From an optimization exercise on the open Yosys and OpenROAD flow, aimed at small area; shortcuts taken in it are not production practice. RTL that was checked went through simulation tests only; none was proved equivalent to the original. No functional check of the RTL was part of run 2. The clock cells of runs 2 to 5 come from the design's own scripts or RTL, not from TritonCTS. The clock port is modelled as an ideal driver, which makes a skipped or thinned clock tree look cheaper than it is; a real chip needs a root buffer or a tree. Power figures rest on the tool's default switching activity, not on a simulated workload.

File: design.v
module vtcore_decode (
    input  wire [31:0] cmd,
    input  wire [2:0]  st,
    output wire [2:0]  fault
);
    wire [3:0] op = cmd[31:28];
    wire [4:0] w  = cmd[20:16];
    wire [15:0] v = cmd[15:0];
    wire o0 = (op == 4'h0), o1 = (op == 4'h1), o4 = (op == 4'h4), o5 = (op == 4'h5);
    wire o7 = (op == 4'h7), o9 = (op == 4'h9), oA = (op == 4'hA), oC = (op == 4'hC);
    wire oE = (op == 4'hE), oF = (op == 4'hF);
    wire n0 = |cmd[27:24], n1 = |cmd[23:22], n2 = cmd[21], n3 = |cmd[20:16],
         n4 = |cmd[15:8],  n5 = |cmd[7:3],   n6 = |cmd[2:1], n7 = cmd[0];
    wire k2 = ~(oC | oF);
    wire k3 = k2 & ~o9;
    wire k4 = k3 & ~o7;
    wire k5 = k4 & ~o5;
    wire k6 = k5 & ~o1;
    wire k7 = k6 & ~(o4 | oA | oE);
    wire rbad = n0 | (n1 & ~oF) | (n2 & k2) | (n3 & k3) | (n4 & k4) | (n5 & k5) | (n6 & k6) | (n7 & k7);
    wire [15:0] s;
    assign s[15] = v[15];
    genvar g;
    generate for (g = 0; g < 15; g = g + 1) begin : g_s
        assign s[g] = v[g] | s[g+1];
    end endgenerate
    wire wbad = w[4] ? (w[3:0] != 4'd0) : ((w[3:0] == 4'd0) | s[w[3:0]]);
    wire legal = ~o0 & ~rbad & ~(o9 & wbad);
    wire fam_i = st[2];
    wire fam_w = ~st[2] & st[0];
    wire i2c_op = ~op[3] & (op[2] | op[1]);           
    wire spi_op = op[3] & ~(op[2] & op[1]);           
    wire fam_ok = ~((i2c_op & ~fam_i) | (spi_op & ~fam_w) | (oF & ~(fam_i | fam_w)));
    reg seq_ok;
    always @(*) begin
        case (op)
            4'h3:             seq_ok = st[2] & st[1] & ~st[0];
            4'h4, 4'h5, 4'h6: seq_ok = st[2] & st[1] & st[0];
            4'h9, 4'hA:       seq_ok = ~st[2] & st[1];
            4'hE:             seq_ok = (st == 3'b000);
            default:          seq_ok = ~st[1];
        endcase
    end
    wire prog_bad = oF & (fam_i ? n4 : n1);
    assign fault[0] = ~legal | ~fam_ok | (seq_ok & prog_bad);
    assign fault[1] = legal & (~fam_ok | ~seq_ok);
    assign fault[2] = 1'b0;
endmodule
module vtcore (
    input  wire        clk,
    input  wire        rst,           
    input  wire        cmd_valid,
    input  wire [31:0] cmd_data,
    output wire        cmd_ready,
    input  wire [15:0] io_base,
    output wire        port_wr,
    output wire [15:0] port_addr,
    output wire [31:0] port_wdata,
    input  wire        port_fail,
    output wire [15:0] pc,
    output wire [2:0]  fault_code,
    output wire [15:0] fault_pc,
    output wire [31:0] fault_cmd
);
    localparam ST_IDLE = 2'd0, ST_CHECK = 2'd1, ST_WRITE = 2'd2, ST_HOLD = 2'd3;
    localparam SG_LINES = 3'd0, SG_INIT = 3'd1, SG_START = 3'd2, SG_IBIT = 3'd3,
               SG_STOP  = 3'd4, SG_SEL  = 3'd5, SG_SBIT  = 3'd6, SG_DESEL = 3'd7;
    localparam [12:0] HC_END  = 13'b0101001001101;
    localparam [12:0] L_INIT  = 13'b1011011100000;  
    localparam [12:0] L_FRAME = 13'b0111100010100;  
    localparam [12:0] L_IBIT  = 13'b0011011000000;  
    localparam [12:0] L_PRE   = 13'b0101001110101;  
    localparam [12:0] L_SBIT  = 13'b0111110100101;  
    localparam [12:0] L_SHORT = 13'b0011110100000;  
    localparam [12:0] L_LONG  = 13'b0011001110000;  
    reg [1:0]  state;
    reg [2:0]  fs;
    reg [2:0]  fault_code_r;
    reg [15:0] pc_r;
    reg [31:0] cmd_r;
    reg [2:0]  seg;
    reg [1:0]  ph;       
    reg [4:0]  m;        
    reg        ack;      
    reg [1:0]  frame;    
    reg [12:0] hc;
    wire halted = (fault_code_r != 3'd0);
    wire [3:0] op = cmd_r[31:28];
    wire is_prog = (op == 4'hF);
    assign cmd_ready  = (state == ST_IDLE) && !halted;
    assign pc         = pc_r;
    assign fault_code = fault_code_r;
    assign fault_pc   = pc_r;
    assign fault_cmd  = cmd_r;
    assign port_addr  = {io_base[15:5] + 11'd1, io_base[4:0]};
    assign port_wr    = (state == ST_WRITE);
    wire [2:0] dec_fault;
    vtcore_decode u_decode (.cmd(cmd_r), .st(fs), .fault(dec_fault));
    wire [31:0] vec = {8'hA0, cmd_r[23:0]};
    wire        vbit = vec[m];
    wire        wen_frame = (op != 4'hC) && (op != 4'h9) && !(is_prog && frame == 2'd1);
    wire        sbit = vbit && !(wen_frame && !(m[4] && m[3] && m[1]));
    wire        long_pause = (op == 4'hA) ? cmd_r[0] : ((op == 4'hC) || (is_prog && frame == 2'd1));
    reg        w_cs, w_clk, w_do;
    reg [12:0] w_load;
    always @(*) begin
        case (seg)
            SG_LINES: begin w_cs = cmd_r[2]; w_clk = cmd_r[1]; w_do = cmd_r[0]; w_load = L_FRAME; end
            SG_INIT:  begin w_cs = 1'b1; w_clk = ph[0]; w_do = ph[0]; w_load = L_INIT; end
            SG_START: begin w_cs = 1'b1; w_clk = ~ph[0]; w_do = 1'b0; w_load = L_FRAME; end
            SG_IBIT:  begin w_cs = 1'b0; w_clk = ph[0]; w_do = vbit && !ack; w_load = L_IBIT; end
            SG_STOP:  begin w_cs = 1'b1; w_clk = ph[0] | ph[1]; w_do = ph[1]; w_load = L_FRAME; end
            SG_SEL:   begin w_cs = ph[0]; w_clk = 1'b0; w_do = 1'b0; w_load = ph[0] ? L_SBIT : L_PRE; end
            SG_SBIT:  begin w_cs = 1'b1; w_clk = ph[0]; w_do = sbit; w_load = L_SBIT; end
            default:  begin w_cs = 1'b0; w_clk = 1'b0; w_do = 1'b0; w_load = long_pause ? L_LONG : L_SHORT; end
        endcase
    end
    assign port_wdata = {1'b1, 6'd0, w_cs, 6'd0, w_clk, 11'd0, w_do, 5'd0};
    wire hold_done = (hc == HC_END);
    reg       last_ph;
    reg       nx_done;
    reg [2:0] nx_seg;
    always @(*) begin
        nx_done = 1'b0;
        nx_seg  = seg;
        case (seg)
            SG_INIT:  begin last_ph = ph[0]; if (op == 4'h2) nx_done = 1'b1; else nx_seg = SG_START; end
            SG_START: begin last_ph = ph[0]; if (op == 4'h3) nx_done = 1'b1; else nx_seg = SG_IBIT; end
            SG_IBIT:  begin
                          last_ph = ph[1];
                          if (op == 4'h4) nx_done = 1'b1;
                          else if (ack && m[4:3] == 2'd0) begin
                              if (op == 4'h5) nx_done = 1'b1; else nx_seg = SG_STOP;
                          end
                      end
            SG_STOP:  begin last_ph = ph[1]; nx_done = 1'b1; end
            SG_SEL:   begin last_ph = ph[0]; if (op == 4'h8) nx_done = 1'b1; else nx_seg = SG_SBIT; end
            SG_SBIT:  begin
                          last_ph = ph[1];
                          if (m == 5'd0) begin
                              if (op == 4'h9) nx_done = 1'b1; else nx_seg = SG_DESEL;
                          end
                      end
            SG_DESEL: begin last_ph = 1'b1; if (is_prog && frame != 2'd2) nx_seg = SG_SEL; else nx_done = 1'b1; end
            default:  begin last_ph = 1'b1; nx_done = 1'b1; end
        endcase
    end
    reg [2:0] done_fs;
    always @(*) begin
        case (op)
            4'h2:    done_fs = 3'b110;
            4'h3:    done_fs = 3'b111;
            4'h6:    done_fs = 3'b100;
            4'h8:    done_fs = 3'b011;
            4'hA:    done_fs = 3'b001;
            4'hE:    done_fs = {~cmd_r[0], 1'b0, cmd_r[0]};
            default: done_fs = fs;
        endcase
    end
    wire fam_done = (state == ST_CHECK) && (op == 4'hE) && (cmd_r[27:1] == 27'd0) && (fs == 3'b000);
    always @(posedge clk)
        hc <= (state == ST_WRITE) ? w_load : {hc[11:0], hc[12] ^ hc[7]};
    always @(posedge clk) begin
        if (rst) begin
            state        <= ST_IDLE;
            fault_code_r <= 3'd0;
            pc_r         <= 16'd0;
            fs           <= 3'b000;
        end else begin
            case (state)
                ST_IDLE: begin
                    if (!halted) cmd_r <= cmd_data;
                    if (cmd_valid && !halted) state <= ST_CHECK;
                end
                ST_CHECK: begin
                    ph    <= 2'd0;
                    frame <= 2'd0;
                    ack   <= 1'b0;
                    m     <= 5'd31;
                    if (dec_fault != 3'd0) begin
                        fault_code_r <= dec_fault;
                        state        <= ST_IDLE;
                    end else if (op == 4'hE) begin
                        state <= ST_IDLE;
                    end else begin
                        state <= ST_WRITE;
                    end
                    if (fam_done) begin
                        pc_r <= pc_r + 16'd1;
                        fs   <= done_fs;
                    end
                    case (op)
                        4'h1: seg <= SG_LINES;
                        4'h2, 4'h7: seg <= SG_INIT;
                        4'h3: seg <= SG_START;
                        4'h4: begin seg <= SG_IBIT; m <= 5'd0; end
                        4'h5: begin seg <= SG_IBIT; m <= 5'd7; end
                        4'h6: seg <= SG_STOP;
                        4'h9: begin seg <= SG_SBIT; m <= cmd_r[20:16] - 5'd1; end
                        4'hA: seg <= SG_DESEL;
                        4'hF: seg <= fs[2] ? SG_INIT : SG_SEL;
                        default: seg <= SG_SEL;
                    endcase
                end
                ST_WRITE: begin
                    if (port_fail) begin
                        fault_code_r <= 3'd4;
                        state        <= ST_IDLE;
                    end else if (seg == SG_LINES) begin
                        pc_r  <= pc_r + 16'd1;
                        fs    <= done_fs;
                        state <= ST_IDLE;
                    end else begin
                        state <= ST_HOLD;
                    end
                end
                default: begin
                    if (hold_done) begin
                        if (last_ph && nx_done) begin
                            pc_r  <= pc_r + 16'd1;
                            fs    <= done_fs;
                            state <= ST_IDLE;
                        end else begin
                            state <= ST_WRITE;
                        end
                        ph <= last_ph ? 2'd0 : ph + 2'd1;
                        if (last_ph) begin
                            seg <= nx_seg;
                            if (seg == SG_IBIT) begin
                                if (ack) begin
                                    ack <= 1'b0;
                                    m   <= {m[4] & m[3] & is_prog, m[4] & m[3] & ~is_prog, 3'b111};
                                end else if (m[2:0] == 3'd0) begin
                                    ack <= 1'b1;
                                end else begin
                                    m <= m - 5'd1;
                                end
                            end
                            if (seg == SG_SBIT)
                                m <= (m == 5'd29) ? 5'd21 : m - 5'd1;
                            if (seg == SG_DESEL) begin
                                frame <= frame + 2'd1;
                                m     <= 5'd31;
                            end
                        end
                    end
                end
            endcase
        end
    end
endmodule
File: flow/run.sh
#!/bin/bash
# ORFS layout (the standard.sh) with these changes:
#  - synthesis maps logic with an area-oriented ABC script (flow/abc_area.script);
#    everything else in the synthesis scripts is ORFS's own, so registers are unchanged
#  - port buffers use sky130_fd_sc_hd__buf_1
#  - one tie cell per constant instead of one per constant pin
#  - placement is not timing driven; synthesis buffers are removed before it
#  - clock tree built from clkbuf_4/clkbuf_8 without dummy loads
set -euo pipefail
here=$(pwd)
rm -rf "$here/orfs_scripts"
cp -r "$FLOW_HOME/scripts" "$here/orfs_scripts"
cp "$here/flow/abc_area.script" "$here/orfs_scripts/abc_area.script"
bash standard.sh synth "SCRIPTS_DIR=$here/orfs_scripts" > synth_make.log 2>&1
bash standard.sh finish \
  "SKIP_REPAIR_TIE_FANOUT=1" \
  "GPL_TIMING_DRIVEN=0" \
  "PRE_GLOBAL_PLACE_TCL=$here/flow/pre_gpl.tcl" \
  "BUFFER_PORTS_ARGS=-buffer_cell sky130_fd_sc_hd__buf_1" \
  "CTS_ARGS=-sink_clustering_enable -repair_clock_nets -dont_use_dummy_load -sink_clustering_size 30 -sink_clustering_max_diameter 120 -buf_list {sky130_fd_sc_hd__clkbuf_4 sky130_fd_sc_hd__clkbuf_8}" \
  > flow_make.log 2>&1
File: flow/abc_area.script
strash
&get -n
&deepsyn -J 100 -T 250
&put
&get -n
&dch -f
&nf -D 50000 -R 1000
&put
File: flow/pre_gpl.tcl
# Remove the buffers synthesis inserted (as timing-driven placement would) before
# port buffering, since placement here is not timing driven.
remove_buffers
File: standard.sh
#!/bin/bash
# synth_recipe.tcl (not shown) runs the flow's synth.tcl, then flattens the netlist and writes it again
# the make line also repeats each setting of config.mk as NAME=value (left out here)
make -C /OpenROAD-flow-scripts/flow DESIGN_CONFIG=/design/flow/config.mk WORK_HOME=/design/flow/orfs CLKGATE_MAP_FILE= SYNTH_SCRIPT=/design/flow/synth_recipe.tcl "${@:-finish}"
File: config.mk
export PLATFORM = sky130hd
export DESIGN_NAME = vtcore
export DESIGN_NICKNAME = vtcore
export VERILOG_FILES = /design/flow/design.v
export SDC_FILE = /design/flow/constraint.sdc
export NUM_CORES = 4
export LEC_CHECK = 0
export ABC_AREA = 1
export CAP_MARGIN = 20
export CORE_MARGIN = 2
export CORE_UTILIZATION = 40
export PLACE_DENSITY = 0.6
export SLEW_MARGIN = 20
File: constraint.sdc
create_clock -name core_clock -period 5.0 [get_ports {clk}]
set_input_delay 1.0000 -clock core_clock [delete_from_list [all_inputs] [get_ports {clk}]]
set_output_delay 1.0000 -clock core_clock [all_outputs]
set_load 0.01 [all_outputs]
==> run_results.csv, run 1 <==
group,metric,value,unit
timing,actual_transition_at_the_worst_max_transition_pin,0.741,ns
timing,final.setup_skew,0.0161,ns
die,fp.coreArea,11500,um2
setup_path,cpPeakStageDelay,0.63,ns
synth,postSynthAreaPerCell,9.03,um2
route,via_count_normalized_by_instance_count,5.69,
die,fp.dieW,113,um
synth,yosys_register_bits,82,
final_layout,stdcell_count,754,
final_layout,post_route_cells_drive_above_1_share,2.29,%
synth,yosys_warnings,2,
clock_tree,cts_tree,"done",
run,maxCapViolCount,0,
setup_path,timing.critical_path.from,"cmd_r[13]",
setup_path,crit_path_frequent_cell,"sky130_fd_sc_hd__and3_1",
synth,syn-num-nets,592,
clock_tree,max-clock-path-buffers,2,
synth,synth_top_area_cell,"sky130_fd_sc_hd__edfxtp_1",
synth,synthDominantCellAreaShare,28.4,%
hold_path,hold_class,"reg2reg",
timing,layout_setup_ws,0.387,ns
global_route,grtUsageMet2,28.3,%
setup_path,critical_path_peak_fanout,7,
global_route,grt_max_degree,31,
hold_path,hp-start,"hc[8]",
power_and_ir_drop,ir_worst_vdd,0.000226,V
global_route,busiest_layer,"met2",
setup_path,reg2reg_from,"cmd_r[13]",
timing,finalCritPeriodShare,92.3,%
global_route,met1_usage,24.5,%
die,num_io_pins,169,
clock_tree,cts_hold_buf,0,
place,gp_congestion,0.884,
timing,maxSlewViolCount,0,
synth,mapped_area,4760,um2
place,post_place_cells,745,
route,vias,4292,
timing,setup_repair_after_global_routing_missed_its_margin,"no",
timing,max-slew-margin-rel,50.6,%
place,numPortBuffers,129,
die,fp.dieArea,12800,um2
clock_tree,clk_latency,0.36,ns
route,detail_routed_net_length_per_standard_cell,15.7,um
clock_tree,cts.htree.levels,3,
final_layout,num-nets-final,678,
setup_path,worstPathArrival,4.84,ns
clock_tree,cts.clk_slew.worst_paths,0.08,ns
place,final_hpwl_from_detailed_placement,8870,um
global_route,use_met3,4.12,%
synth,synth_cells,527,
global_route,antenna_found_initial,0,
die,start_util,41.3,%
synth,synth-async-reset-ratio,0,%
timing,final.setup.tns,0,ns
setup_path,r2r-end,"pc_r[15]",
hold_path,hold-path-endpoint,"hc[9]",
synth,synth_enable_flop_cells,45,
route,detailedRoute.firstIterationViolations,368,
timing,finalCriticalPeriod,4.61,ns
route,antenna_left,0,
setup_path,timing_worst_setup_path_type,"reg2reg",
clock_tree,ctsResizeCount,0,
power_and_ir_drop,static-leakage-power,1.73,nW
final_layout,syn_to_final_growth,8.54,%
clock_tree,master_cell_of_the_clock_root_buffer,"sky130_fd_sc_hd__clkbuf_8",
clock_tree,cts-buffers-inserted,9,
die,chip_height,113,um
setup_path,slowest_stage,"sky130_fd_sc_hd__o41ai_1",
setup_path,crit_path_cells,"nor3_1 > nand2_1 > or4_1 > or4_1 > o41ai_1 > nand3_1 > a21oi_2 > and4_1 > and2_0 > and3_1 > and3_1 > and3_1 > and3_1 > and3_1 > and3_1 > nor3_1",
setup_path,worst-r2r-cell-count,16,
route,drt_drc_violations_left,0,
setup_path,register_to_register_setup_slack,0.39,ns
setup_path,req_time_crit_path,5.23,ns
route,routed_wirelength,11800,um
global_route,groute.usage.overall,18.2,%
setup_path,worstSetupEndpointType,"flop",
clock_tree,post_cts_buffers,0,
synth,ys_dominant_reg_cell,"sky130_fd_sc_hd__edfxtp_1",
global_route,wire_length_of_the_first_global_routing_pass,18700,um
setup_path,cp-start-kind,"flop",
die,fp-row-count,39,
timing,setup_violations,0,
final_layout,layout.filler_cells,1164,
synth,synth.lib_cells_used.distinct,52,
global_route,grt_overflow_total,0,
timing,fmaxAchievable,0.217,GHz
timing,hold_viol,0,
outcome,status,"finished clean",
clock_tree,clock_sink_count,82,
final_layout,n_antenna_cell,0,
hold_path,hold_path_depth,1,
synth,ys_top_cells_by_area,"sky130_fd_sc_hd__edfxtp_1 28%, sky130_fd_sc_hd__dfxtp_1 16%, sky130_fd_sc_hd__buf_4 8.7%, sky130_fd_sc_hd__a21oi_1 4.0%, sky130_fd_sc_hd__nor3_1 3.6%",
power_and_ir_drop,power_density_relative_to_cell_area,437,nW/um2
synth,sequential_element_share_of_the_synthesized_area,43.9,%
place,pre_cts_slack,0.286,ns
route,drt-pass1-iter-count,23,
global_route,via_count_of_the_first_global_routing_pass,3850,
## worst max-delay path by stage
stage,end,slack (ns),depth (start not counted)
after detailed placement,pc_r[15],0.29,16
after global placement,pc_r[15],0.34,16
after global routing,pc_r[15],0.19,16
final,pc_r[15],0.39,16
after CTS,pc_r[15],0.24,16
after floorplan,pc_r[15],1.05,16
## routing by layer
metal	routed length [um]	vias to the layer above
met3	845	17
met4	242	0
met5	0	-
met2	5420	206
li1	-	2058
met1	5300	2011
## synthesized netlist by cell type (3+ instances only)
master and instances:
sky130_fd_sc_hd__a31oi_1 9, sky130_fd_sc_hd__and4_1 3, sky130_fd_sc_hd__o21a_1 7, sky130_fd_sc_hd__nand2b_1 6, sky130_fd_sc_hd__nor3b_1 3, sky130_fd_sc_hd__and3_1 18
sky130_fd_sc_hd__dfxtp_1 37, sky130_fd_sc_hd__a221oi_1 7, sky130_fd_sc_hd__ha_1 13, sky130_fd_sc_hd__clkinv_1 32, sky130_fd_sc_hd__nor4_1 6, sky130_fd_sc_hd__or3_1 5
sky130_fd_sc_hd__edfxtp_1 45, sky130_fd_sc_hd__o21ai_0 28, sky130_fd_sc_hd__o21bai_1 3, sky130_fd_sc_hd__xnor2_1 9, sky130_fd_sc_hd__nor3_1 34, sky130_fd_sc_hd__o211ai_1 3
sky130_fd_sc_hd__nand4_1 8, sky130_fd_sc_hd__buf_4 55, sky130_fd_sc_hd__nand3_1 16, sky130_fd_sc_hd__o22ai_1 3, sky130_fd_sc_hd__a211oi_1 4, sky130_fd_sc_hd__nand2_1 36
sky130_fd_sc_hd__or2_0 6, sky130_fd_sc_hd__a21oi_1 38, sky130_fd_sc_hd__nor2b_1 10, sky130_fd_sc_hd__nor2_1 45
## sequential cells by signal (all words and copies together), names as in the netlist
register and flops:
m 5, ack 1, fs 3, cmd_r 32, ph 2, seg 3
state 2, hc 13, frame 2, fault_code_r 3, pc_r 16
## cell families after synthesis
logic type / count (synthesis) / share of synthesized area, %
xor gates and xnor gates: 11 / 2.02
AOI/OAI and AO/OA: 126 / 16.9
muxes: 3 / 0.894
other: 2 / 0.158
and+or+nand+nor: 203 / 21.5
DFF: 82 / 43.9
buffers and inverters: 87 / 11.2
adders and majority gates: 13 / 3.42
## where the power goes
group	internal [W]	switching (W)	leakage (nW)	total [W]
clock	0.000161	0.000203	0.0647	0.000364
combinational	0.000300	0.000502	0.947	0.000802
sequential	0.000916	0.000175	0.721	0.00109
total	0.00138	0.000880	1.73	0.00226
## per-stage QoR
step | hold WS, ns | util, % | area (um2) | power [W]
6_report | 0.457 | 44.9 | 5170 | 0.00226
5_1_grt | 0.483 | 44.9 | 5170 | 0.00240
4_1_cts | 0.460 | 44.8 | 5160 | 0.00227
3_5_place_dp | 0.441 | 43.8 | 5040 | 0.00190
3_3_place_gp | 0.430 | 43.5 | 5010 | 0.00186
2_1_floorplan | 0.416 | - | 4760 | 0.00162
## critical path: cells and delay by family, from the launching register on
kind             cells  cell delay, ns
AO/OA/AOI/OAI        2            0.96
AND/OR/NAND/NOR     14            3.09
flip-flops           1            0.44
## layout make-up
class | count | area, um2 | area share [%]
clock buffer | 9 | 124 | 2.40
inverter | 32 | 120 | 2.32
multi-input combinational | 358 | 2150 | 41.5
sequential | 82 | 2090 | 40.5
tap | 143 | 179 | 3.46
timing repair buffer | 130 | 505 | 9.78
## placed cells by master (no fill, tap or decap), drive strengths merged, types with 3 or more instances in the layout
cell type / instances
nand3: 16
a221oi: 7
clkinv: 32
o21ai: 28
nand2b: 6
nor2b: 10
o21a: 7
nand2: 36
nor3b: 3
xnor2: 9
nor4: 6
or2: 6
dfxtp: 37
nor3: 34
edfxtp: 45
o22ai: 3
a211oi: 4
and3: 18
o21bai: 3
o211ai: 3
buf: 130
nand4: 8
or3: 5
a21oi: 38
ha: 13
nor2: 45
a31oi: 9
clkbuf: 9
and4: 3
==> run 2: changes to the inputs <==
--- a/design.v
+++ b/design.v
@@ -79,10 +79,10 @@
     reg [15:0] pc_r;
     reg [31:0] cmd_r;
     reg [2:0]  seg;
-    reg [1:0]  ph;       
     reg [4:0]  m;        
-    reg        ack;      
-    reg [1:0]  frame;    
+    wire [1:0] ph    = cmd_r[25:24];   
+    wire       ack   = cmd_r[26];      
+    wire [1:0] frame = cmd_r[27:26];   
     reg [12:0] hc;
     wire halted = (fault_code_r != 3'd0);
     wire [3:0] op = cmd_r[31:28];
@@ -173,9 +173,6 @@
                     if (cmd_valid && !halted) state <= ST_CHECK;
                 end
                 ST_CHECK: begin
-                    ph    <= 2'd0;
-                    frame <= 2'd0;
-                    ack   <= 1'b0;
                     m     <= 5'd31;
                     if (dec_fault != 3'd0) begin
                         fault_code_r <= dec_fault;
@@ -204,8 +201,9 @@
                 end
                 ST_WRITE: begin
                     if (port_fail) begin
-                        fault_code_r <= 3'd4;
-                        state        <= ST_IDLE;
+                        fault_code_r  <= 3'd4;
+                        cmd_r[27:24]  <= 4'd0;
+                        state         <= ST_IDLE;
                     end else if (seg == SG_LINES) begin
                         pc_r  <= pc_r + 16'd1;
                         fs    <= done_fs;
@@ -223,15 +221,15 @@
                         end else begin
                             state <= ST_WRITE;
                         end
-                        ph <= last_ph ? 2'd0 : ph + 2'd1;
+                        cmd_r[25:24] <= last_ph ? 2'd0 : ph + 2'd1;
                         if (last_ph) begin
                             seg <= nx_seg;
                             if (seg == SG_IBIT) begin
                                 if (ack) begin
-                                    ack <= 1'b0;
+                                    cmd_r[26] <= 1'b0;
                                     m   <= {m[4] & m[3] & is_prog, m[4] & m[3] & ~is_prog, 3'b111};
                                 end else if (m[2:0] == 3'd0) begin
-                                    ack <= 1'b1;
+                                    cmd_r[26] <= 1'b1;
                                 end else begin
                                     m <= m - 5'd1;
                                 end
@@ -239,7 +237,7 @@
                             if (seg == SG_SBIT)
                                 m <= (m == 5'd29) ? 5'd21 : m - 5'd1;
                             if (seg == SG_DESEL) begin
-                                frame <= frame + 2'd1;
+                                cmd_r[27:26] <= frame + 2'd1;
                                 m     <= 5'd31;
                             end
                         end
==> flow/run.sh (replaced) <==
#!/bin/bash
# ORFS layout (the standard.sh) with these changes:
#  - synthesis maps logic with an area-oriented ABC script (flow/abc_area.script);
#    everything else in the synthesis scripts is ORFS's own, so registers are unchanged
#  - port buffers use sky130_fd_sc_hd__buf_1
#  - one tie cell per constant instead of one per constant pin
#  - placement is not timing driven; synthesis buffers are removed before it
#  - the clock tree is one level of four clkbuf_16, each driving the registers of
#    one quarter of the design (flow/manual_cts.tcl), in place of TritonCTS
# Each tool's output goes to the logs ORFS writes under orfs/logs, and make's
# output to synth_make.log and flow_make.log here.
set -euo pipefail
here=$(pwd)
rm -rf "$here/orfs_scripts"
cp -r "$FLOW_HOME/scripts" "$here/orfs_scripts"
cp "$here/flow/abc_area.script" "$here/orfs_scripts/abc_area.script"
sed -i "s|^log_cmd clock_tree_synthesis .*|source $here/flow/manual_cts.tcl|" "$here/orfs_scripts/cts.tcl"
grep -q "manual_cts.tcl" "$here/orfs_scripts/cts.tcl"
bash standard.sh synth "SCRIPTS_DIR=$here/orfs_scripts" > synth_make.log 2>&1
bash standard.sh finish \
  "SCRIPTS_DIR=$here/orfs_scripts" \
  "SKIP_REPAIR_TIE_FANOUT=1" \
  "GPL_TIMING_DRIVEN=0" \
  "PRE_GLOBAL_PLACE_TCL=$here/flow/pre_gpl.tcl" \
  "BUFFER_PORTS_ARGS=-buffer_cell sky130_fd_sc_hd__buf_1" \
  > flow_make.log 2>&1
==> flow/manual_cts.tcl (new file) <==
# Clock tree built by hand: the clock port drives NLEAF leaf buffers, each
# driving the clock pins of the registers nearest to it (clusters of equal size,
# split by x then y), placed at the cluster's centre.
set nleaf_x 2
set nleaf_y 2
set leaf_master sky130_fd_sc_hd__clkbuf_16
set block [ord::get_db_block]
set db [ord::get_db]
set clknet [$block findNet clk]
set master [$db findMaster $leaf_master]
set sinks {}
foreach it [$clknet getITerms] {
  set inst [$it getInst]
  set bb [$inst getBBox]
  lappend sinks [list $it [expr {([$bb xMin] + [$bb xMax]) / 2}] [expr {([$bb yMin] + [$bb yMax]) / 2}]]
}
set n [llength $sinks]
set sx [lsort -integer -index 1 $sinks]
set per_col [expr {int(ceil(double($n) / $nleaf_x))}]
set k 0
for {set cx 0} {$cx < $nleaf_x} {incr cx} {
  set col [lrange $sx [expr {$cx * $per_col}] [expr {($cx + 1) * $per_col - 1}]]
  set col [lsort -integer -index 2 $col]
  set m [llength $col]
  set per_cell [expr {int(ceil(double($m) / $nleaf_y))}]
  for {set cy 0} {$cy < $nleaf_y} {incr cy} {
    set grp [lrange $col [expr {$cy * $per_cell}] [expr {($cy + 1) * $per_cell - 1}]]
    if {[llength $grp] == 0} { continue }
    set sumx 0; set sumy 0
    foreach s $grp { incr sumx [lindex $s 1]; incr sumy [lindex $s 2] }
    set x [expr {$sumx / [llength $grp]}]
    set y [expr {$sumy / [llength $grp]}]
    set buf [odb::dbInst_create $block $master "clkleaf_$k"]
    set net [odb::dbNet_create $block "clknet_leaf_$k"]
    $net setSigType CLOCK
    [$buf findITerm A] connect $clknet
    [$buf findITerm X] connect $net
    foreach s $grp {
      set it [lindex $s 0]
      $it disconnect
      $it connect $net
    }
    $buf setLocation $x $y
    $buf setPlacementStatus PLACED
    puts "clock leaf $k: [llength $grp] sinks at ($x, $y)"
    incr k
  }
}
set_propagated_clock [all_clocks]
==> run_results.csv, run 2 <==
group,metric,value,unit
outcome,status,"finished clean",
synth,ys_dominant_reg_cell,"sky130_fd_sc_hd__edfxtp_1",
final_layout,post_route_cells_drive_above_1_share,1.65,%
setup_path,r2r-end,"pc_r[15]",
setup_path,endpoint,"pc_r[15]",
setup_path,worst-r2r-cell-count,18,
setup_path,crit_path_frequent_cell,"sky130_fd_sc_hd__and3_1",
synth,synth_enable_flop_cells,40,
final_layout,n_antenna_cell,0,
synth,synth.lib_cells_used.distinct,53,
die,num_io_pins,169,
timing,maxSlewViolCount,0,
synth,syn-num-nets,593,
route,vias,4157,
place,final_hpwl_from_detailed_placement,9000,um
die,fp-row-count,39,
route,via_count_normalized_by_instance_count,5.56,
timing,finalCritPeriodShare,89.1,%
synth,synth_top_area_cell,"sky130_fd_sc_hd__edfxtp_1",
synth,ys_top_cells_by_area,"sky130_fd_sc_hd__edfxtp_1 26%, sky130_fd_sc_hd__dfxtp_1 16%, sky130_fd_sc_hd__buf_4 9.1%, sky130_fd_sc_hd__a21oi_1 4.3%, sky130_fd_sc_hd__nor2_1 4.1%",
die,chip_height,112,um
final_layout,top_register,"cmd_r",
final_layout,largest_reg_flops,32,
synth,yosys_register_bits,77,
route,detailedRoute.firstIterationViolations,221,
synth,mapped_area,4640,um2
route,drt-pass1-iter-count,5,
setup_path,critical_path_peak_fanout,13,
timing,max-slew-margin-rel,46.8,%
global_route,groute.usage.overall,17.8,%
synth,postSynthAreaPerCell,8.80,um2
final_layout,layout_top_registers,"cmd_r x32, pc_r x16, hc x13",
route,detail_routed_net_length_per_standard_cell,15.5,um
hold_path,hold_class,"reg2reg",
setup_path,timing.critical_path.from,"m[1]",
global_route,antenna_found_initial,0,
die,start_util,40.8,%
timing,final.setup.tns,0,ns
setup_path,req_time_crit_path,5.04,ns
timing,setup_repair_after_global_routing_missed_its_margin,"no",
timing,final.setup_skew,0.00947,ns
global_route,grt_overflow_total,0,
timing,finalCriticalPeriod,4.45,ns
setup_path,register_to_register_setup_slack,0.55,ns
timing,hold_viol,0,
timing,final.hold.worst_slack,0.465,ns
global_route,grt_max_degree,29,
final_layout,syn_to_final_growth,8.02,%
setup_path,cpPeakStageDelay,0.66,ns
setup_path,cp-start-kind,"flop",
route,drt_drc_violations_left,0,
clock_tree,clk_latency,0.15,ns
timing,fmaxAchievable,0.225,GHz
place,post_place_cells,744,
synth,yosysMostFrequentCell,"sky130_fd_sc_hd__buf_4",
power_and_ir_drop,p_total,0.00214,W
synth,synth_cells,527,
synth,synth-async-reset-ratio,0,%
synth,list_of_most_frequent_post_synthesis_cells,"56 x sky130_fd_sc_hd__buf_4, 51 x sky130_fd_sc_hd__nor2_1, 41 x sky130_fd_sc_hd__nand2_1, 40 x sky130_fd_sc_hd__a21oi_1, 40 x sky130_fd_sc_hd__edfxtp_1",
power_and_ir_drop,static-leakage-power,1.72,nW
place,post_dp_area,4900,um2
setup_path,crit_path_cells,"clkinv_1 > ha_1 > nor2b_1 > a31oi_1 > a311oi_1 > nor2_1 > nor2_1 > a2111oi_2 > buf_2 > and4_1 > and2_0 > and3_1 > and3_1 > and3_1 > and3_1 > and2_0 > a41o_1 > nor2_1",
clock_tree,cts.clk_slew.worst_paths,0.08,ns
route,routed_wirelength,11600,um
setup_path,worstPathArrival,4.50,ns
place,numPortBuffers,129,
final_layout,layout.filler_cells,1184,
final_layout,postLayoutCellArea,5010,um2
final_layout,num-nets-final,673,
hold_path,hp-start,"hc[8]",
setup_path,reg2reg_from,"m[1]",
setup_path,slowest_stage,"sky130_fd_sc_hd__edfxtp_1",
power_and_ir_drop,ir_worst_vdd,0.000310,V
global_route,via_count_of_the_first_global_routing_pass,3924,
setup_path,timing_worst_setup_path_type,"reg2reg",
place,gp_congestion,0.921,
synth,sequential_element_share_of_the_synthesized_area,41.9,%
synth,yosys_warnings,2,
die,fp.coreArea,11400,um2
timing,setup_violations,0,
final_layout,layout.cells.most_common_list,"128 x sky130_fd_sc_hd__buf_1, 51 x sky130_fd_sc_hd__nor2_1, 41 x sky130_fd_sc_hd__nand2_1",
run,maxCapViolCount,0,
final_layout,stdcell_count,748,
route,antenna_left,0,
setup_path,worstSetupEndpointType,"flop",
global_route,wire_length_of_the_first_global_routing_pass,19200,um
timing,actual_transition_at_the_worst_max_transition_pin,0.791,ns
die,fp.dieW,112,um
die,fp.dieArea,12500,um2
final_layout,most_common_library_cell_in_the_layout_ignoring_fill_and_taps,"sky130_fd_sc_hd__buf_1",
power_and_ir_drop,power_density_relative_to_cell_area,428,nW/um2
synth,synthDominantCellAreaShare,25.9,%
[run 2: cell types whose count changed after synthesis, moves of 5 or more]
cell / before / now
sky130_fd_sc_hd__a211oi_1: 4 / 9
sky130_fd_sc_hd__nor2_1: 45 / 51
sky130_fd_sc_hd__nand2_1: 36 / 41
sky130_fd_sc_hd__clkinv_1: 32 / 26
sky130_fd_sc_hd__and2_0: 2 / 8
sky130_fd_sc_hd__edfxtp_1: 45 / 40
[run 2: cells by family (layout without fill, tap and decap cells)]
| kind of cell | count (synthesis) | count (layout) | share of synthesized area [%] |
|---|---|---|---|
| AOI/OAI and AO/OA | 129 | 129 | 17.8 |
| DFF | 77 | 77 | 41.9 |
| muxes | 3 | 3 | 0.648 |
| xor gates and xnor gates | 10 | 10 | 1.89 |
| buffers and inverters | 82 | 160 | 11.2 |
| and+or+nand+nor | 210 | 210 | 22.6 |
| other | 2 | 2 | 0.162 |
| adders and majority gates | 14 | 14 | 3.78 |
[run 2: layout make-up]
class	instances	area [um2]	area share (%)
multi-input combinational	368	2200	43.9
sequential	77	1940	38.8
timing repair buffer	130	490	9.80
tap	143	179	3.57
buffer	4	100	2.00
inverter	26	97.6	1.95
[run 2: routing by layer]
metal	track usage [%]	wire length, um	vias to the layer above
met5	0	0	-
met4	2.22	174	0
met3	2.89	958	15
met2	29.4	5220	172
met1	25.3	5270	1928
li1	-	-	2042
[run 2: power breakdown]
group | switching (W) | leakage [nW] | internal (W)
logic | 0.000483 | 0.998 | 0.000286
registers | 0.000207 | 0.675 | 0.000863
clock network | 0.000158 | 0.0493 | 0.000145
total | 0.000847 | 1.72 | 0.00129
[run 2: worst min path at each step]
stage | slack [ns] | end | depth (start not counted)
finish | 0.47 | hc[9] | 1
global placement | 0.43 | hc[9] | 1
floorplan | 0.42 | hc[9] | 1
detailed placement | 0.44 | hc[9] | 1
global route | 0.48 | hc[3] | 1
CTS | 0.47 | hc[9] | 1
[run 2: worst max-delay path, delay by kind of cell, from the launching register on]
| kind | cells | cell delay, ns |
|---|---|---|
| buffers and inverters | 2 | 0.56 |
| adder cells (fa/ha/maj) | 1 | 0.25 |
| flip-flops | 1 | 0.66 |
| AND/OR/NAND/NOR | 11 | 1.98 |
| AO/OA/AOI/OAI | 4 | 0.89 |
[run 2: metrics by stage]
step	setup slack, ns	util (%)
4_1_cts	0.413	44.0
2_1_floorplan	0.310	-
5_1_grt	0.132	44.0
3_3_place_gp	-0.624	42.9
3_5_place_dp	0.435	43.1
6_report	0.547	44.0
[run 2: repair_timing]
| action | CTS | global route |
|---|---|---|
| endpoints found under the setup margin | 0 | 3 |
| hold endpoints to repair | 0 | 0 |
| resized for setup | 0 | 1 |
| hold buffers | 0 | 0 |
| setup buffers | 0 | 0 |
==> run 3: changes to the inputs <==
--- a/design.v
+++ b/design.v
@@ -62,7 +62,8 @@
     output wire [15:0] fault_pc,
     output wire [31:0] fault_cmd
 );
-    localparam ST_IDLE = 2'd0, ST_CHECK = 2'd1, ST_WRITE = 2'd2, ST_HOLD = 2'd3;
+    localparam [2:0] ST_IDLE = 3'd0, ST_F_PORT = 3'd4,
+                     ST_CHECK = 3'd5, ST_WRITE = 3'd6, ST_HOLD = 3'd7;
     localparam SG_LINES = 3'd0, SG_INIT = 3'd1, SG_START = 3'd2, SG_IBIT = 3'd3,
                SG_STOP  = 3'd4, SG_SEL  = 3'd5, SG_SBIT  = 3'd6, SG_DESEL = 3'd7;
     localparam [12:0] HC_END  = 13'b0101001001101;
@@ -73,9 +74,8 @@
     localparam [12:0] L_SBIT  = 13'b0111110100101;  
     localparam [12:0] L_SHORT = 13'b0011110100000;  
     localparam [12:0] L_LONG  = 13'b0011001110000;  
-    reg [1:0]  state;
+    reg [2:0]  state;
     reg [2:0]  fs;
-    reg [2:0]  fault_code_r;
     reg [15:0] pc_r;
     reg [31:0] cmd_r;
     reg [2:0]  seg;
@@ -84,12 +84,12 @@
     wire       ack   = cmd_r[26];      
     wire [1:0] frame = cmd_r[27:26];   
     reg [12:0] hc;
-    wire halted = (fault_code_r != 3'd0);
+    wire halted = !state[2] ? (state[1:0] != 2'd0) : (state[1:0] == 2'd0);
     wire [3:0] op = cmd_r[31:28];
     wire is_prog = (op == 4'hF);
-    assign cmd_ready  = (state == ST_IDLE) && !halted;
+    assign cmd_ready  = (state == ST_IDLE);
     assign pc         = pc_r;
-    assign fault_code = fault_code_r;
+    assign fault_code = (state[2] && state[1:0] != 2'd0) ? 3'd0 : state;
     assign fault_pc   = pc_r;
     assign fault_cmd  = cmd_r;
     assign port_addr  = {io_base[15:5] + 11'd1, io_base[4:0]};
@@ -163,20 +163,18 @@
     always @(posedge clk) begin
         if (rst) begin
             state        <= ST_IDLE;
-            fault_code_r <= 3'd0;
             pc_r         <= 16'd0;
             fs           <= 3'b000;
         end else begin
             case (state)
                 ST_IDLE: begin
-                    if (!halted) cmd_r <= cmd_data;
-                    if (cmd_valid && !halted) state <= ST_CHECK;
+                    cmd_r <= cmd_data;
+                    if (cmd_valid) state <= ST_CHECK;
                 end
                 ST_CHECK: begin
                     m     <= 5'd31;
                     if (dec_fault != 3'd0) begin
-                        fault_code_r <= dec_fault;
-                        state        <= ST_IDLE;
+                        state        <= dec_fault;
                     end else if (op == 4'hE) begin
                         state <= ST_IDLE;
                     end else begin
@@ -201,9 +199,8 @@
                 end
                 ST_WRITE: begin
                     if (port_fail) begin
-                        fault_code_r  <= 3'd4;
                         cmd_r[27:24]  <= 4'd0;
-                        state         <= ST_IDLE;
+                        state         <= ST_F_PORT;
                     end else if (seg == SG_LINES) begin
                         pc_r  <= pc_r + 16'd1;
                         fs    <= done_fs;
@@ -212,7 +209,7 @@
                         state <= ST_HOLD;
                     end
                 end
-                default: begin
+                ST_HOLD: begin
                     if (hold_done) begin
                         if (last_ph && nx_done) begin
                             pc_r  <= pc_r + 16'd1;
@@ -243,6 +240,7 @@
                         end
                     end
                 end
+                default: ;  
             endcase
         end
     end
==> run_results.csv, run 3 <==
group,metric,value,unit
route,detail_route.wirelength.met1,5370,um
final_layout,post-route-util,44.6,%
route,antenna_left,0,
die,fp.dieW,110,um
synth,synth_enable_flop_cells,40,
global_route,antenna_found_initial,0,
global_route,groute.usage.overall,18.4,%
outcome,status,"finished clean",
global_route,grt_overflow_total,0,
route,routed_wirelength,11500,um
power_and_ir_drop,p_total,0.00172,W
global_route,grt_max_degree,29,
synth,yosysMostFrequentCell,"sky130_fd_sc_hd__nor2_1",
final_layout,syn_to_final_growth,8.07,%
place,final_hpwl_from_detailed_placement,8910,um
synth,synth_cells,520,
timing,setup_repair_after_global_routing_missed_its_margin,"no",
timing,setup_violations,0,
synth,mapped_area,4510,um2
setup_path,cp-start-kind,"flop",
place,numPortBuffers,129,
clock_tree,cts_hold_buf,0,
hold_path,hold_class,"reg2reg",
timing,finalCriticalPeriod,4.48,ns
final_layout,layout_top_registers,"cmd_r x32, pc_r x16, hc x13",
timing,max-slew-margin-rel,30.8,%
setup_path,worstSetupEndpointType,"flop",
clock_tree,ctsResizeCount,0,
hold_path,hp-start,"hc[8]",
setup_path,worstPathArrival,4.46,ns
final_layout,most_common_library_cell_in_the_layout_ignoring_fill_and_taps,"sky130_fd_sc_hd__buf_1",
clock_tree,cts.clk_slew.worst_paths,0.09,ns
route,drt-pass1-iter-count,6,
setup_path,critical_path_peak_fanout,13,
timing,final.setup_skew,0.0140,ns
synth,yosys_register_bits,75,
timing,hold_viol,0,
setup_path,r2r-end,"pc_r[15]",
place,gp_congestion,0.913,
run,maxCapViolCount,0,
die,fp-row-count,38,
timing,finalCritPeriodShare,89.6,%
route,detailedRoute.firstIterationViolations,259,
hold_path,hold-path-endpoint,"hc[9]",
synth,syn-num-nets,582,
final_layout,num-nets-final,664,
power_and_ir_drop,power_density_relative_to_cell_area,354,nW/um2
synth,postSynthAreaPerCell,8.67,um2
synth,synth.lib_cells_used.distinct,51,
setup_path,timing_worst_setup_path_type,"reg2reg",
synth,synthDominantCellAreaShare,26.6,%
setup_path,reg2reg_from,"seg[0]",
die,fp.dieArea,12100,um2
timing,maxSlewViolCount,0,
global_route,via_count_of_the_first_global_routing_pass,3584,
route,detailroute.wirelength.met3,865,um
route,routed.top_layer,"met4",
final_layout,top_register,"cmd_r",
synth,list_of_most_frequent_post_synthesis_cells,"59 x sky130_fd_sc_hd__nor2_1, 56 x sky130_fd_sc_hd__buf_4, 52 x sky130_fd_sc_hd__nand2_1, 40 x sky130_fd_sc_hd__a21oi_1, 40 x sky130_fd_sc_hd__edfxtp_1",
final_layout,largest_reg_flops,32,
die,num_io_pins,169,
route,detail_routed_net_length_per_standard_cell,15.5,um
setup_path,req_time_crit_path,4.99,ns
clock_tree,clk_latency,0.15,ns
route,vias,4118,
route,via_count_normalized_by_instance_count,5.56,
timing,fmaxAchievable,0.223,GHz
synth,synth-async-reset-ratio,0,%
clock_tree,post_cts_buffers,0,
synth,ys_top_cells_by_area,"sky130_fd_sc_hd__edfxtp_1 27%, sky130_fd_sc_hd__dfxtp_1 16%, sky130_fd_sc_hd__buf_4 9.3%, sky130_fd_sc_hd__nor2_1 4.9%, sky130_fd_sc_hd__a21oi_1 4.4%",
power_and_ir_drop,ir_worst_vdd,0.000216,V
synth,yosys_warnings,2,
final_layout,n_antenna_cell,0,
hold_path,hold_path_depth,1,
die,fp.coreArea,10900,um2
synth,sequential_element_share_of_the_synthesized_area,42.2,%
power_and_ir_drop,static-leakage-power,1.69,nW
final_layout,layout.cells.most_common_list,"129 x sky130_fd_sc_hd__buf_1, 59 x sky130_fd_sc_hd__nor2_1, 52 x sky130_fd_sc_hd__nand2_1",
route,met2_wirelength,5100,um
synth,synth_top_area_cell,"sky130_fd_sc_hd__edfxtp_1",
final_layout,post_route_cells_drive_above_1_share,1.50,%
timing,actual_transition_at_the_worst_max_transition_pin,1.04,ns
global_route,wire_length_of_the_first_global_routing_pass,18200,um
die,start_util,41.2,%
die,chip_height,110,um
setup_path,register_to_register_setup_slack,0.52,ns
setup_path,worst-r2r-cell-count,16,
route,drt_drc_violations_left,0,
synth,ys_dominant_reg_cell,"sky130_fd_sc_hd__edfxtp_1",
## run 3: worst max-delay path by stage
stage,start,to,slack (ns),cells after the start
after global placement,rst,cmd_r[8],-0.70,2
after detailed placement,seg[0],pc_r[15],0.17,16
after global routing,seg[0],pc_r[15],0.18,16
after floorplan,rst,cmd_r[0],0.82,1
final,seg[0],pc_r[15],0.52,16
after CTS,seg[0],pc_r[15],0.14,16
## run 3: logic make-up (layout without fill, tap and decap cells)
kind of cell               after synthesis  count (layout)  share of synthesized area (%)
adders and majority gates               10              10                           2.77
buffers and inverters                   76             156                           11.0
muxes                                    4               4                          0.943
other                                    2               2                          0.166
and+or+nand+nor                        218             218                           23.4
AOI/OAI and AO/OA                      124             124                           17.4
DFF                                     75              75                           42.2
xor gates and xnor gates                11              11                           2.14
## run 3: metal layers
metal  vias up  GRT usage (%)
met5         -              0
met2       198           28.7
met3        13           2.23
met1      1881           27.9
li1       2026              -
met4         0           2.68
## run 3: layout make-up
type / count / area [um2]
fill: 1129 / 6060
multi-input combinational: 369 / 2120
sequential: 75 / 1900
timing repair buffer: 132 / 499
tap: 140 / 175
buffer: 4 / 100
inverter: 20 / 75.1
## run 3: per-stage QoR
| stage | instances | instance area (um2) | setup WS [ns] | hold WS, ns | TNS [ns] |
|---|---|---|---|---|---|
| floorplan | 520 | 4510 | 0.824 | 0.403 | 0 |
| global placement | 733 | 4750 | -0.700 | 0.422 | -19.54 |
| detailed placement | 736 | 4770 | 0.166 | 0.427 | 0 |
| CTS | 740 | 4870 | 0.138 | 0.444 | 0 |
| global route | 740 | 4870 | 0.180 | 0.472 | 0 |
| finish | 740 | 4870 | 0.522 | 0.445 | 0 |
## run 3: power breakdown
part / leakage, nW / switching [W] / internal [W]
clock network: 0.0493 / 0.000154 / 0.000145
registers: 0.655 / 0.000166 / 0.000796
logic: 0.988 / 0.000283 / 0.000180
total: 1.69 / 0.000603 / 0.00112
## run 3: critical path, cell delays in order (launching register included)
cell,delay (ns)
sky130_fd_sc_hd__edfxtp_1,0.57
sky130_fd_sc_hd__nor2b_1,0.30
sky130_fd_sc_hd__nand2_1,0.15
sky130_fd_sc_hd__a21oi_1,0.09
sky130_fd_sc_hd__o31ai_1,0.49
sky130_fd_sc_hd__nand3_1,0.23
sky130_fd_sc_hd__nor3_1,0.36
sky130_fd_sc_hd__a21boi_2,0.43
sky130_fd_sc_hd__and4_1,0.26
sky130_fd_sc_hd__and2_0,0.19
sky130_fd_sc_hd__and3_1,0.21
sky130_fd_sc_hd__and3_1,0.20
sky130_fd_sc_hd__and3_1,0.20
sky130_fd_sc_hd__and3_1,0.21
sky130_fd_sc_hd__and3_1,0.21
sky130_fd_sc_hd__and3_1,0.16
sky130_fd_sc_hd__nor3_1,0.04
==> run 4: changes to the inputs <==
--- a/flow/run.sh
+++ b/flow/run.sh
@@ -5,7 +5,7 @@
 #  - port buffers use sky130_fd_sc_hd__buf_1
 #  - one tie cell per constant instead of one per constant pin
 #  - placement is not timing driven; synthesis buffers are removed before it
-#  - the clock tree is one level of four clkbuf_16, each driving the registers of
+#  - the clock tree is one level of four buf_12, each driving the registers of
 #    one quarter of the design (flow/manual_cts.tcl), in place of TritonCTS
 # Each tool's output goes to the logs ORFS writes under orfs/logs, and make's
 # output to synth_make.log and flow_make.log here.
--- a/flow/manual_cts.tcl
+++ b/flow/manual_cts.tcl
@@ -3,7 +3,7 @@
 # split by x then y), placed at the cluster's centre.
 set nleaf_x 2
 set nleaf_y 2
-set leaf_master sky130_fd_sc_hd__clkbuf_16
+set leaf_master sky130_fd_sc_hd__buf_12
 set block [ord::get_db_block]
 set db [ord::get_db]
 set clknet [$block findNet clk]
==> run_results.csv, run 4 <==
group,metric,value,unit
outcome,status,"finished clean",
synth,synth_cells,520,
synth,sequential_element_share_of_the_synthesized_area,42.2,%
setup_path,r2r-end,"pc_r[15]",
synth,synthDominantCellAreaShare,26.6,%
timing,setup_violations,0,
timing,max-slew-margin-rel,30.4,%
place,gp_congestion,0.913,
die,fp.coreArea,10900,um2
clock_tree,cts_hold_buf,0,
synth,syn-num-nets,582,
timing,actual_transition_at_the_worst_max_transition_pin,1.04,ns
synth,yosys_register_bits,75,
setup_path,worstSetupEndpointType,"flop",
setup_path,crit_path_frequent_cell,"sky130_fd_sc_hd__and3_1",
final_layout,seqCellArea,1900,um2
hold_path,hold-path-endpoint,"hc[9]",
timing,fmaxAchievable,0.223,GHz
final_layout,multiInputGateArea,2120,um2
final_layout,post-route-util,44.4,%
synth,ys_dominant_reg_cell,"sky130_fd_sc_hd__edfxtp_1",
synth,synth_enable_flop_cells,40,
route,antenna_left,0,
power_and_ir_drop,p_total,0.00171,W
setup_path,worstPathArrival,4.45,ns
global_route,via_count_of_the_first_global_routing_pass,3584,
setup_path,critical_path_peak_fanout,15,
final_layout,layout.cells.most_common_list,"129 x sky130_fd_sc_hd__buf_1, 59 x sky130_fd_sc_hd__nor2_1, 52 x sky130_fd_sc_hd__nand2_1",
synth,yosysMostFrequentCell,"sky130_fd_sc_hd__nor2_1",
die,chip_height,110,um
route,drt-pass1-iter-count,8,
setup_path,cp-start-kind,"flop",
timing,final.setup.tns,0,ns
clock_tree,cts.clk_slew.worst_paths,0.08,ns
route,vias,4106,
power_and_ir_drop,power_density_relative_to_cell_area,352,nW/um2
synth,synth_top_area_cell,"sky130_fd_sc_hd__edfxtp_1",
final_layout,layout_top_registers,"cmd_r x32, pc_r x16, hc x13",
hold_path,hold_path_depth,1,
route,drt_drc_violations_left,0,
final_layout,largest_reg_flops,32,
final_layout,most_common_library_cell_in_the_layout_ignoring_fill_and_taps,"sky130_fd_sc_hd__buf_1",
die,fp-row-count,38,
route,via_count_normalized_by_instance_count,5.55,
setup_path,reg2reg_from,"cmd_r[28]",
final_layout,post_route_cells_drive_above_1_share,1.50,%
place,final_hpwl_from_detailed_placement,8910,um
run,maxCapViolCount,0,
clock_tree,clk_latency,0.13,ns
hold_path,hold_class,"reg2reg",
hold_path,hp-start,"hc[8]",
route,detailedRoute.firstIterationViolations,262,
synth,synth.lib_cells_used.distinct,51,
die,fp.dieArea,12100,um2
die,start_util,41.2,%
global_route,wire_length_of_the_first_global_routing_pass,18200,um
global_route,grt_max_degree,29,
timing,maxSlewViolCount,0,
timing,finalCriticalPeriod,4.49,ns
place,numPortBuffers,129,
synth,synth-async-reset-ratio,0,%
final_layout,top_register,"cmd_r",
final_layout,n_antenna_cell,0,
setup_path,crit_path_cells,"nor2b_1 > nand2_1 > nor2_1 > nor3_1 > nor3_1 > nand4_1 > a21boi_2 > and4_1 > and2_0 > and3_1 > and3_1 > and3_1 > and3_1 > and3_1 > and3_1 > nor3_1",
synth,list_of_most_frequent_post_synthesis_cells,"59 x sky130_fd_sc_hd__nor2_1, 56 x sky130_fd_sc_hd__buf_4, 52 x sky130_fd_sc_hd__nand2_1, 40 x sky130_fd_sc_hd__a21oi_1, 40 x sky130_fd_sc_hd__edfxtp_1",
route,routed_wirelength,11500,um
die,fp.dieW,110,um
clock_tree,ctsResizeCount,0,
final_layout,layout.filler_cells,1132,
power_and_ir_drop,static-leakage-power,1.68,nW
global_route,antenna_found_initial,0,
setup_path,worst-r2r-cell-count,16,
die,num_io_pins,169,
synth,yosys_warnings,2,
global_route,grt_overflow_total,0,
timing,hold_viol,0,
route,detail_routed_net_length_per_standard_cell,15.5,um
setup_path,req_time_crit_path,4.96,ns
timing,setup_repair_after_global_routing_missed_its_margin,"no",
clock_tree,post_cts_buffers,0,
setup_path,timing_worst_setup_path_type,"reg2reg",
final_layout,num-nets-final,664,
synth,mapped_area,4510,um2
global_route,groute.usage.overall,18.4,%
synth,ys_top_cells_by_area,"sky130_fd_sc_hd__edfxtp_1 27%, sky130_fd_sc_hd__dfxtp_1 16%, sky130_fd_sc_hd__buf_4 9.3%, sky130_fd_sc_hd__nor2_1 4.9%, sky130_fd_sc_hd__a21oi_1 4.4%",
power_and_ir_drop,ir_worst_vdd,0.000213,V
final_layout,syn_to_final_growth,7.63,%
timing,finalCritPeriodShare,89.7,%
setup_path,slowest_stage,"sky130_fd_sc_hd__edfxtp_1",
timing,final.setup_skew,0.0163,ns
setup_path,register_to_register_setup_slack,0.51,ns
synth,postSynthAreaPerCell,8.67,um2
setup_path,cpPeakStageDelay,0.62,ns
run 4: cell counts after synthesis:
No cell type changed its count.
run 4: cell type report:
cell class	instances	share of cell area, %
buffer	4	1.65
tap	140	3.61
multi-input combinational	369	43.7
inverter	20	1.55
sequential	75	39.2
timing repair buffer	132	10.3
run 4: how the worst max path moves through the flow:
stage                   start        to  slack [ns]
floorplan                 rst  cmd_r[0]        0.82
global placement          rst  cmd_r[8]       -0.70
detailed placement     seg[0]  pc_r[15]        0.17
CTS                    seg[0]  pc_r[15]        0.14
global route           seg[0]  pc_r[15]        0.18
finish              cmd_r[28]  pc_r[15]        0.51
run 4: worst max-delay path, delay by kind of cell, from the launching register on:
family	cells	cell delay, ns
and+or+nand+nor	15	3.30
DFF	1	0.62
AOI/OAI and AO/OA	1	0.40
run 4: power by group:
group          internal [W]  total [W]  switching, W
Clock              0.000130   0.000282      0.000152
Sequential         0.000797   0.000963      0.000166
Combinational      0.000180   0.000463      0.000283
run 4: through the flow:
step | setup WS (ns) | std cells | cell area [um2] | hold WS, ns
2_1_floorplan | 0.824 | 520 | 4510 | 0.403
3_3_place_gp | -0.700 | 733 | 4750 | 0.422
3_5_place_dp | 0.166 | 736 | 4770 | 0.427
4_1_cts | 0.137 | 740 | 4850 | 0.444
5_1_grt | 0.180 | 740 | 4850 | 0.472
6_report | 0.513 | 740 | 4850 | 0.445
run 4: layer usage:
metal	routed length [um]	vias to the layer above	track usage [%]
li1	-	2027	-
met5	0	-	0
met4	150	0	2.68
met3	839	14	2.23
met2	5120	188	28.7
met1	5360	1877	27.9
run 4: cell families after synthesis:
family / share of synthesized area, %
and+or+nand+nor: 23.4
AOI/OAI and AO/OA: 17.4
buffers and inverters: 11.0
DFF: 42.2
xor gates and xnor gates: 2.14
adders and majority gates: 2.77
muxes: 0.943
other: 0.166
==> run 5: changes to the inputs <==
--- a/config.mk
+++ b/config.mk
@@ -8,6 +8,6 @@
 export ABC_AREA = 1
 export CAP_MARGIN = 20
 export CORE_MARGIN = 2
-export CORE_UTILIZATION = 40
-export PLACE_DENSITY = 0.6
+export CORE_UTILIZATION = 60
+export PLACE_DENSITY = 0.8
 export SLEW_MARGIN = 20
==> run_results.csv, run 5 <==
group,metric,value,unit
die,num_io_pins,169,
timing,fmaxAchievable,0.226,GHz
synth,ys_top_cells_by_area,"sky130_fd_sc_hd__edfxtp_1 27%, sky130_fd_sc_hd__dfxtp_1 16%, sky130_fd_sc_hd__buf_4 9.3%, sky130_fd_sc_hd__nor2_1 4.9%, sky130_fd_sc_hd__a21oi_1 4.4%",
setup_path,slowest_stage,"sky130_fd_sc_hd__edfxtp_1",
final_layout,layout_top_registers,"cmd_r x32, pc_r x16, hc x13",
timing,setup_violations,0,
clock_tree,clk_latency,0.13,ns
setup_path,timing_worst_setup_path_type,"reg2reg",
route,detailedRoute.firstIterationViolations,310,
timing,hold_viol,0,
final_layout,post_route_cells_drive_above_1_share,1.66,%
clock_tree,cts.clk_slew.worst_paths,0.07,ns
timing,setup_repair_after_global_routing_missed_its_margin,"no",
power_and_ir_drop,static-leakage-power,1.69,nW
global_route,groute.usage.overall,26.0,%
final_layout,num-nets-final,665,
power_and_ir_drop,p_total,0.00171,W
route,detail_routed_net_length_per_standard_cell,15.8,um
final_layout,postLayoutCellArea,4810,um2
final_layout,layout.filler_cells,622,
die,chip_height,90.7,um
synth,synth_enable_flop_cells,40,
synth,synthDominantCellAreaShare,26.6,%
synth,mapped_area,4510,um2
die,fp-row-count,31,
power_and_ir_drop,ir_worst_vdd,0.000266,V
place,final_hpwl_from_detailed_placement,8400,um
setup_path,req_time_crit_path,4.96,ns
setup_path,critical_path_peak_fanout,13,
die,fp.coreArea,7250,um2
global_route,antenna_found_initial,0,
synth,synth_top_area_cell,"sky130_fd_sc_hd__edfxtp_1",
final_layout,stdcell_count,700,
setup_path,cp-start-kind,"flop",
timing,max-slew-margin-rel,32.9,%
setup_path,crit_path_cells,"nor2b_1 > nand2_1 > a21oi_1 > o31ai_1 > nand3_1 > nor3_1 > a21boi_2 > and4_1 > and2_0 > and3_1 > and3_1 > and3_1 > and3_1 > and3_1 > and3_1 > nor3_1",
synth,yosys_warnings,2,
final_layout,most_common_library_cell_in_the_layout_ignoring_fill_and_taps,"sky130_fd_sc_hd__buf_1",
setup_path,worstSetupEndpointType,"flop",
place,numPortBuffers,129,
route,drt-pass1-iter-count,5,
synth,yosysMostFrequentCell,"sky130_fd_sc_hd__nor2_1",
synth,ys_dominant_reg_cell,"sky130_fd_sc_hd__edfxtp_1",
power_and_ir_drop,pwr-share-seq,56.2,%
power_and_ir_drop,switching_power_share_of_the_total,35.2,%
clock_tree,cts_hold_buf,0,
final_layout,largest_reg_flops,32,
synth,postSynthAreaPerCell,8.67,um2
die,fp.dieW,90.7,um
power_and_ir_drop,comb_power_share,27.3,%
run,maxCapViolCount,0,
power_and_ir_drop,cell_internal_pwr,0.00111,W
global_route,wire_length_of_the_first_global_routing_pass,18300,um
power_and_ir_drop,power_density_relative_to_cell_area,356,nW/um2
global_route,via_count_of_the_first_global_routing_pass,3865,
final_layout,layout.cells.most_common_list,"129 x sky130_fd_sc_hd__buf_1, 59 x sky130_fd_sc_hd__nor2_1, 52 x sky130_fd_sc_hd__nand2_1",
route,vias,4208,
setup_path,crit_path_frequent_cell,"sky130_fd_sc_hd__and3_1",
power_and_ir_drop,power.switching,0.000602,W
timing,maxSlewViolCount,0,
global_route,grt_overflow_total,0,
hold_path,hold_class,"reg2reg",
setup_path,cpPeakStageDelay,0.56,ns
setup_path,critPathTopFamily,"simple AND/OR/NAND/NOR gates",
route,via_count_normalized_by_instance_count,6.01,
synth,sequential_element_share_of_the_synthesized_area,42.2,%
synth,syn-num-nets,582,
timing,finalCritPeriodShare,88.6,%
place,post_place_cells,696,
synth,list_of_most_frequent_post_synthesis_cells,"59 x sky130_fd_sc_hd__nor2_1, 56 x sky130_fd_sc_hd__buf_4, 52 x sky130_fd_sc_hd__nand2_1, 40 x sky130_fd_sc_hd__a21oi_1, 40 x sky130_fd_sc_hd__edfxtp_1",
place,gp_congestion,0.930,
timing,final.setup_skew,0.0202,ns
outcome,status,"finished clean",
die,start_util,62.2,%
global_route,grt_max_degree,29,
die,fp.dieArea,8230,um2
synth,synth-async-reset-ratio,0,%
setup_path,critical_path_buf_inv_count,0,
power_and_ir_drop,clockPowerShare,16.5,%
final_layout,top_register,"cmd_r",
synth,synth_cells,520,
synth,yosys_register_bits,75,
final_layout,n_antenna_cell,0,
setup_path,worstPathArrival,4.39,ns
timing,final.hold.worst_slack,0.441,ns
route,drt_drc_violations_left,0,
final_layout,syn_to_final_growth,6.60,%
clock_tree,ctsResizeCount,0,
synth,synth.lib_cells_used.distinct,51,
route,antenna_left,0,
place,post_dp_area,4720,um2
timing,finalCriticalPeriod,4.43,ns
clock_tree,post_cts_buffers,0,
timing,actual_transition_at_the_worst_max_transition_pin,1.01,ns
route,routed_wirelength,11100,um
==> run 5: cell type report <==
class                           instances  area (um2)  area share (%)
Sequential cell                        75        1900            39.6
Multi-Input combinational cell        369        2120            44.2
Timing Repair Buffer                  133         504            10.5
Inverter                               20        75.1            1.56
Buffer                                  4        80.1            1.67
Tap cell                               99         124            2.58
==> run 5: power groups by stage <==
stage          clock network (W)  registers [W]  logic [W]
3_5_place_dp                   0       0.000967   0.000463
2_1_floorplan                  0       0.000940   0.000329
3_3_place_gp                   0       0.000968   0.000439
5_1_grt                 0.000302       0.000981   0.000524
6_report                0.000282       0.000961   0.000467
4_1_cts                 0.000287       0.000954   0.000467
==> run 5: cells by family after synthesis <==
| group | Yosys count | share of synthesized area, % |
|---|---|---|
| buffers and inverters | 76 | 11.0 |
| AND/OR/NAND/NOR | 218 | 23.4 |
| AO/OA/AOI/OAI | 124 | 17.4 |
| adder cells (fa/ha/maj) | 10 | 2.77 |
| other | 2 | 0.166 |
| multiplexers | 4 | 0.943 |
| flip-flops | 75 | 42.2 |
| XOR/XNOR | 11 | 2.14 |
==> run 5: per-stage QoR <==
stage,worst slack (ns),utilization [%],setup TNS [ns]
after detailed placement,0.223,65.1,0
after floorplan,0.824,-,0
after global placement,-0.567,64.8,-15.84
after global routing,0.207,66.3,0
after CTS,0.204,66.2,0
final,0.568,66.3,0
==> run 5: worst register-to-register path, delay by kind of cell (launching register included) <==
kind,cells,cell delay (ns)
DFF,1,0.56
AOI/OAI and AO/OA,3,0.97
and+or+nand+nor,13,2.75
==> run 5: worst paths after layout <==
path         depth (start not counted)  slack [ns]  endpoint    from
max                                 16        0.57  pc_r[15]  seg[0]
min                                  1        0.44     hc[9]   hc[8]
max reg2reg                         16        0.57  pc_r[15]  seg[0]
min reg2reg                          1        0.44     hc[9]   hc[8]
==> run 5: per-layer routing <==
layer	vias up	wire length, um	global-route usage, %
li1	2027	-	-
met1	1889	4730	36.8
met3	28	1170	4.09
met5	-	0	0
met4	0	257	6.41
met2	264	4920	42.0

## port drivers added, routing unchanged
The flow's constraints put no driver on any port. The routed layouts listed below were extracted and timed again, unchanged, in two steps.
Step 1 sets driving cells, clkbuf_16 on the clock port and buf_2 on the other inputs (assumed; they add their load-dependent delay and slew).
Step 2 times the ports against the registers' clock, not the clock port: input delays grow and output delays shrink by t, the midpoint of the rising clock arrivals with the driver on.
Slacks: ideal / step 1 / step 2; pairs: ideal / step 1.
run	t, ns	setup slack, ns	latest minus earliest clock arrival (ns)	worst slew at a driven data input, ns
run 1	0.382	0.387 / 0.387 / 0.387	0.016 / 0.016	0.07
run 2	0.229	0.547 / 0.547 / 0.547	0.010 / 0.009	0.06
run 3	0.225	0.522 / 0.522 / 0.522	0.014 / 0.014	0.06
run 4	0.204	0.513 / 0.513 / 0.513	0.016 / 0.017	0.06
run 5	0.205	0.568 / 0.567 / 0.567	0.020 / 0.020	0.06
After both steps setup and hold are still met in every run listed. For run 5, which loses most, drivers alone change the setup slack by -0.001 ns; drivers and shift together by -0.001 ns.
